Background: an optimization exercise with open tools, aiming at small area. Do not read the settings as production practice. The RTL was checked by simulation tests, not by an equivalence proof against the original design. Power figures rest on the tool's default switching activity, not on a simulated workload.

Setup of P:
## kachel_core
module kachel_core (
    input  wire       clk,
    input  wire       rst,         
    input  wire       tick,        
    input  wire       latch_in,    
    input  wire       ser_done,    
    input  wire [7:0] ser_data,    
    output reg  [7:0] drv_data,    
    output reg        drv_clk,     
    output reg        drv_lat,     
    output reg        drv_blank,   
    output reg        front_sel,   
    output reg  [2:0] bam_step     
);
==> flow/config.mk <==
export PLATFORM = sky130hd
export DESIGN_NAME = kachel_core
export DESIGN_NICKNAME = kachel_core
export VERILOG_FILES = /design/flow/design.v
export SDC_FILE = /design/flow/constraint.sdc
export NUM_CORES = 8
export LEC_CHECK = 0
export CAP_MARGIN = 20
export CORE_MARGIN = 2
export CORE_UTILIZATION = 65
export GPL_ROUTABILITY_DRIVEN = 1
export PLACE_DENSITY = 0.85
export SLEW_MARGIN = 20
export SYNTH_HIERARCHICAL = 1
==> flow/constraint.sdc <==
create_clock -name core_clock -period 20.0 [get_ports {clk}]
set_input_delay 4.0000 -clock core_clock [delete_from_list [all_inputs] [get_ports {clk}]]
set_output_delay 4.0000 -clock core_clock [all_outputs]
set_load 0.01 [all_outputs]
standard.sh (not shown) runs the stock make flow with config.mk's settings and CLKGATE_MAP_FILE= SYNTH_SCRIPT=/design/flow/synth_recipe.tcl, a recipe that flattens the netlist after the stock synthesis.
==> flow/flow/run.sh <==
#!/bin/bash
set -euo pipefail
cd "$(dirname "$0")/.."
W=$(pwd)

# synthesis script: ORFS's synth.tcl with the ABC script swapped, sourced by
# a copy of synth_recipe.tcl
sed "s#^source \$::env(SCRIPTS_DIR)/synth_preamble.tcl\$#&\nset abc_args [lreplace \$abc_args 1 1 $W/flow/abc_area.script]#" \
  "$FLOW_HOME/scripts/synth.tcl" > "$W/synth_area.tcl"
grep -q "abc_area.script" "$W/synth_area.tcl"
sed "s#source \$::env(SCRIPTS_DIR)/synth.tcl#source $W/synth_area.tcl#" \
  "$W/synth_recipe.tcl" > "$W/synth_recipe_area.tcl"
grep -q "synth_area.tcl" "$W/synth_recipe_area.tcl"
sed "s#SYNTH_SCRIPT=[^ ]*#SYNTH_SCRIPT=$W/synth_recipe_area.tcl#" \
  "$W/standard.sh" > "$W/standard_area.sh"
grep -q "synth_recipe_area.tcl" "$W/standard_area.sh"

export CTS_ARGS="-sink_clustering_enable -repair_clock_nets -sink_clustering_size 18 -sink_clustering_max_diameter 40 -buf_list sky130_fd_sc_hd__clkbuf_8 -dont_use_dummy_load"
export BUFFER_PORTS_ARGS="-buffer_cell sky130_fd_sc_hd__buf_1"
bash "$W/standard_area.sh" > "$W/standard.log" 2>&1
==> flow/flow/abc_area.script <==
strash
dc2
dch -f
amap
topo
strash
dch -f
amap
topo
The inputs of Q differ from those of P as listed below.
--- a/flow/design.v
+++ b/flow/design.v
@@ -116,17 +116,18 @@
                    S_LATW  = 3'd6,    
                    S_SHIFT = 3'd7;    
   reg  [2:0]  seq_state;
   reg  [5:0]  seq_cnt;
   reg         tx_buf;
   reg  [2:0]  tx_plane;
+  reg         tx_zero;
   reg         a_zero;
   wire        gie = !drv_blank;      
   reg         tmr_pend;
   reg  [10:0] tmr_cnt;       
-  reg         tmr_p0;        
+  reg  [2:0]  tmr_idx;       
   reg         latch_s, lat_pend;
   reg         ser_flag;
   reg  [7:0]  ser_byte;
   reg         ser_ie, cmd_second;
   reg         cap_q;         
   reg         w_pend;        
@@ -165,13 +166,12 @@
   kachel_planebuf u_buf (
       .clk(clk), .ph(ph),
       .we(wreq), .wbuf(~(front_sel ^ cnt_full)), .wlane(map_lane),
       .wpos(map_pos), .wdata(ser_byte), .wdone(wpass),
       .fbuf(in_tx ? tx_buf : pred_buf), .fplane(in_tx ? tx_plane : pred_pl),
       .ftap(rd_slot[4:2]), .rsel(rd_slot[1:0] + 2'd1), .rdata(rdata));
-  wire       tx_zero  = a_zero && !tx_buf;
   wire [7:0] tx_rdata = tx_zero ? 8'h00
                                 : {1'b0, rdata[5:3], 1'b0, rdata[2:0]};
   always @(posedge clk) begin
     if (rst) ph <= 5'd0;
     else     ph <= ph + 5'd1;
   end
@@ -240,22 +240,23 @@
   always @(posedge clk) begin
     if (ser_load)
       ser_byte <= ser_data;
     if (tx_idle && svc_timer) begin
       tx_buf   <= front_sel;
       tx_plane <= bam_step + 3'd1;
+      tx_zero  <= a_zero && !front_sel;
     end
   end
   reg        pend_n;
   reg [10:0] cnt_n;
   reg [2:0]  idx_n, step_n;
   reg [10:0] last;         
   always @(*) begin
     pend_n   = tmr_pend;
     cnt_n    = tmr_cnt;
-    idx_n    = tmr_p0 ? 3'd0 : bam_step - 3'd1;    
+    idx_n    = tmr_idx;
     step_n   = bam_step;
     if (svc_timer) begin
       pend_n   = 1'b0;
       idx_n    = bam_step;
       step_n   = bam_step + 3'd1;
     end else if (resync) begin
@@ -275,18 +276,18 @@
     end
   end
   always @(posedge clk) begin
     if (rst) begin
       tmr_pend   <= 1'b0;
       tmr_cnt    <= 11'd0;
-      tmr_p0     <= 1'b1;
+      tmr_idx    <= 3'd0;
       bam_step   <= 3'd0;
     end else begin
       tmr_pend   <= pend_n;
       tmr_cnt    <= cnt_n;
-      tmr_p0     <= resync || (tmr_p0 && !svc_timer);
+      tmr_idx    <= idx_n;
       bam_step   <= step_n;
     end
   end
   always @(posedge clk) begin
     if (rst) begin
       latch_s    <= latch_in;
@@ -327,14 +328,13 @@
       if (boot_done)
         fresh <= 1'b1;
       else if (ph == 5'd23)
         fresh <= 1'b0;
       if (cap_q && cnt_full) begin
         front_sel <= ~front_sel;
-        if (front_sel)
-          a_zero  <= 1'b0;
+        a_zero    <= 1'b0;
       end
       if (capture)
         w_pend <= 1'b1;
       else if (w_end)
         w_pend <= 1'b0;
       w_done <= wreq && !w_end && !ser_load && (w_done || wpass);
Findings:
Against P as the reference, Q delivers a higher maximum ir drop on the vdd rail. Looking at P and Q, the share of post-route cells with drive strength above 1 is a wash. Relative to P, the sequential share of layout area of Q is higher by 0.17 points. Comparing P against Q, there is no change at all in total setup buffers inserted after CTS. | area share of and/or/nand/nor cells after synthesis | Q vs P | ≈ equal |. Any difference in clock skew between P and Q is small enough to ignore.


## old
kachel_core, a different RTL version from the one above (not shown whole).
For scale: ~4200 cells after synthesis, ~3200 flip-flops, ~71000 um^2 of cells after synthesis.
==> flow/config.mk <==
export PLATFORM = sky130hd
export DESIGN_NAME = kachel_core
export DESIGN_NICKNAME = kachel_core
export VERILOG_FILES = /design/flow/design.v
export SDC_FILE = /design/flow/constraint.sdc
export NUM_CORES = 8
export LEC_CHECK = 0
export CAP_MARGIN = 20
export CORE_MARGIN = 2
export CORE_UTILIZATION = 55
export CTS_BUF_LIST = sky130_fd_sc_hd__clkbuf_8
export CTS_CLUSTER_DIAMETER = 100
export CTS_CLUSTER_SIZE = 16
export GPL_ROUTABILITY_DRIVEN = 1
export PLACE_DENSITY = 0.65
export SLEW_MARGIN = 20
export SYNTH_HIERARCHICAL = 1
==> flow/constraint.sdc <==
create_clock -name core_clock -period 20.0 [get_ports {clk}]
set_input_delay 4.0000 -clock core_clock [delete_from_list [all_inputs] [get_ports {clk}]]
set_output_delay 4.0000 -clock core_clock [all_outputs]
set_load 0.01 [all_outputs]
run.sh (not shown) runs the stock make flow with config.mk's settings and CLKGATE_MAP_FILE= SYNTH_SCRIPT=/design/flow/synth_recipe.tcl, a recipe that flattens the netlist after the stock synthesis.
Stock flow here: none of the scripts above is used.
Inputs modified between old and new:
diff --git a/flow/design.v b/flow/design.v
--- a/flow/design.v
+++ b/flow/design.v
@@ -55,54 +55,53 @@
   end
   genvar l, g;
   generate
     for (l = 0; l < 6; l = l + 1) begin : g_lane
       wire [15:0] z;
       for (g = 0; g < 16; g = g + 1) begin : g_ring
         reg [31:0] r;
         wire wr = wdone && wlane[l] && (wbuf == g[3]);
         always @(posedge clk)
           r <= {r[30:0], wr ? wdata[g[2:0]] : r[31]};
-        wire [1:0] n;
+        wire [2:0] n;
         kachel_aoi222 u_t0 (
             .a0(r[3]),  .s0(tap_sel[0]), .a1(r[7]),  .s1(tap_sel[1]),
             .a2(r[11]), .s2(tap_sel[2]), .y_n(n[0]));
         kachel_aoi222 u_t1 (
             .a0(r[15]), .s0(tap_sel[3]), .a1(r[19]), .s1(tap_sel[4]),
             .a2(r[23]), .s2(tap_sel[5]), .y_n(n[1]));
-        wire       y2;
-        kachel_ao22 u_t2 (
+        kachel_aoi22 u_t2 (
             .a0(r[27]), .s0(tap_sel[6]), .a1(r[31]), .s1(tap_sel[7]),
-            .y(y2));
-        assign z[g] = ~(n[0] & n[1]) | y2;
+            .y_n(n[2]));
+        assign z[g] = ~&n;
       end
       wire feed = |(z & grp_sel);
       reg  [2:0] dl;
       always @(posedge clk)
         dl <= {dl[1:0], feed};
       assign rdata[l] = (rsel == 2'd0) ? feed  :
                         (rsel == 2'd1) ? dl[0] :
                         (rsel == 2'd2) ? dl[1] : dl[2];
     end
   endgenerate
 endmodule
 module kachel_aoi222 (
     input  wire a0, s0, a1, s1, a2, s2,
     output wire y_n
 );
   assign y_n = ~((a0 & s0) | (a1 & s1) | (a2 & s2));
 endmodule
-module kachel_ao22 (
+module kachel_aoi22 (
     input  wire a0, s0, a1, s1,
-    output wire y
+    output wire y_n
 );
-  assign y = (a0 & s0) | (a1 & s1);
+  assign y_n = ~((a0 & s0) | (a1 & s1));
 endmodule
 module kachel_core (
     input  wire       clk,
     input  wire       rst,         
     input  wire       tick,        
     input  wire       latch_in,    
     input  wire       ser_done,    
     input  wire [7:0] ser_data,    
     output reg  [7:0] drv_data,    
     output reg        drv_clk,     
@@ -178,66 +177,77 @@
   end
   always @(posedge clk) begin
     if (rst) begin
       seq_state <= S_CLR1;
       seq_cnt   <= 6'd0;
       drv_data  <= 8'h00;
       drv_clk   <= 1'b0;
       drv_lat   <= 1'b0;
       drv_blank <= 1'b1;
     end else begin
-      drv_clk <= ((seq_state == S_ZERO) || (seq_state == S_SHIFT)) && seq_cnt[0];
-      drv_lat <= (seq_state == S_CLAT) || svc_timer;
       case (seq_state)
         S_CLR1: begin
           seq_cnt <= seq_cnt + 6'd1;
           if (seq_cnt == T_CLR - 6'd1) begin
             seq_cnt   <= 6'd0;
             seq_state <= S_ZERO;
           end
         end
         S_ZERO: begin
+          drv_data <= 8'h00;
+          drv_clk  <= seq_cnt[0];
           seq_cnt  <= seq_cnt + 6'd1;
           if (seq_cnt == 6'd63) begin
             seq_cnt   <= 6'd0;
             seq_state <= S_CLR2;
           end
         end
         S_CLR2: begin
+          drv_clk <= 1'b0;
           seq_cnt <= seq_cnt + 6'd1;
           if (seq_cnt == T_CLR - 6'd1) begin
             seq_cnt   <= 6'd0;
             seq_state <= S_CLAT;
           end
         end
         S_CLAT: begin
+          drv_lat   <= 1'b1;
           seq_state <= S_CLR3;
         end
         S_CLR3: begin
+          drv_lat <= 1'b0;
           seq_cnt <= seq_cnt + 6'd1;
           if (boot_done) begin
             seq_cnt   <= 6'd0;
             drv_blank <= 1'b0;
             seq_state <= S_IDLE;
           end
         end
         S_IDLE: begin
-          if (svc_timer)
+          drv_clk <= 1'b0;
+          if (svc_timer) begin
+            drv_lat   <= 1'b1;               
             seq_state <= S_LATW;
+          end
         end
         S_LATW: begin
+          drv_lat   <= 1'b0;
           seq_cnt   <= 6'd0;
           seq_state <= S_SHIFT;
         end
         S_SHIFT: begin
-          if (!seq_cnt[0])
+          if (!seq_cnt[0]) begin
             drv_data <= tx_rdata;
+            drv_clk  <= 1'b0;
+          end else begin
+            drv_clk  <= 1'b1;
+          end
           seq_cnt <= seq_cnt + 6'd1;
           if (seq_cnt == 6'd63)
             seq_state <= S_IDLE;
         end
       endcase
     end
   end
   always @(posedge clk) begin
     if (ser_done)
       ser_byte <= ser_data;
Findings:
| total core area | old vs new | ≈ equal |
Going from old to new, final area shows an increase of 0.43%; overall power shows a reduction of 0.028 mW; total number of multi-input combinational cells shows a reduction of about 5.6%.
| share of synthesized cell area in full adder, half adder and majority cells | new vs old | ≈ equal |
Compared with old, new shows a detailed route wirelength on metal3 that is 6.3% higher.
For old, the slowest library cell on the worst path was sky130_fd_sc_hd__xnor2_1, unlike new, where it was sky130_fd_sc_hd__dfxtp_1.

==> what the ideal ports hide <==
In the flow no input, the clock included, has a driving cell. The finished layouts below were timed again as built, in two steps. Step 1: set_driving_cell puts a clkbuf_16 on clk and a buf_2 on each other input, an assumption about the parent block. Step 2 times the ports against the registers' clock, not the clock port: input delays grow and output delays shrink by t, the midpoint of the rising clock arrivals with the driver on. Slacks: no drivers / after step 1 / after step 2; pairs: no drivers / after step 1.
| run | t (ns) | slack for setup (ns) | worst setup path at the end | worst data-port slew with drivers (ns) | cell pins on the clock port's net |
|---|---|---|---|---|---|
| P | 0.941 | 12.461 / 12.461 / 12.461 | register to register | 0.04 | 1 |
| Q | 0.940 | 12.257 / 12.257 / 12.257 | register to register | 0.05 | 1 |
| old | 0.961 | 13.405 / 13.405 / 13.405 | register to register | 0.07 | 1 |
| new | 0.985 | 12.995 / 12.995 / 12.995 | register to register | 0.05 | 1 |
After both steps every run listed still meets setup and hold.
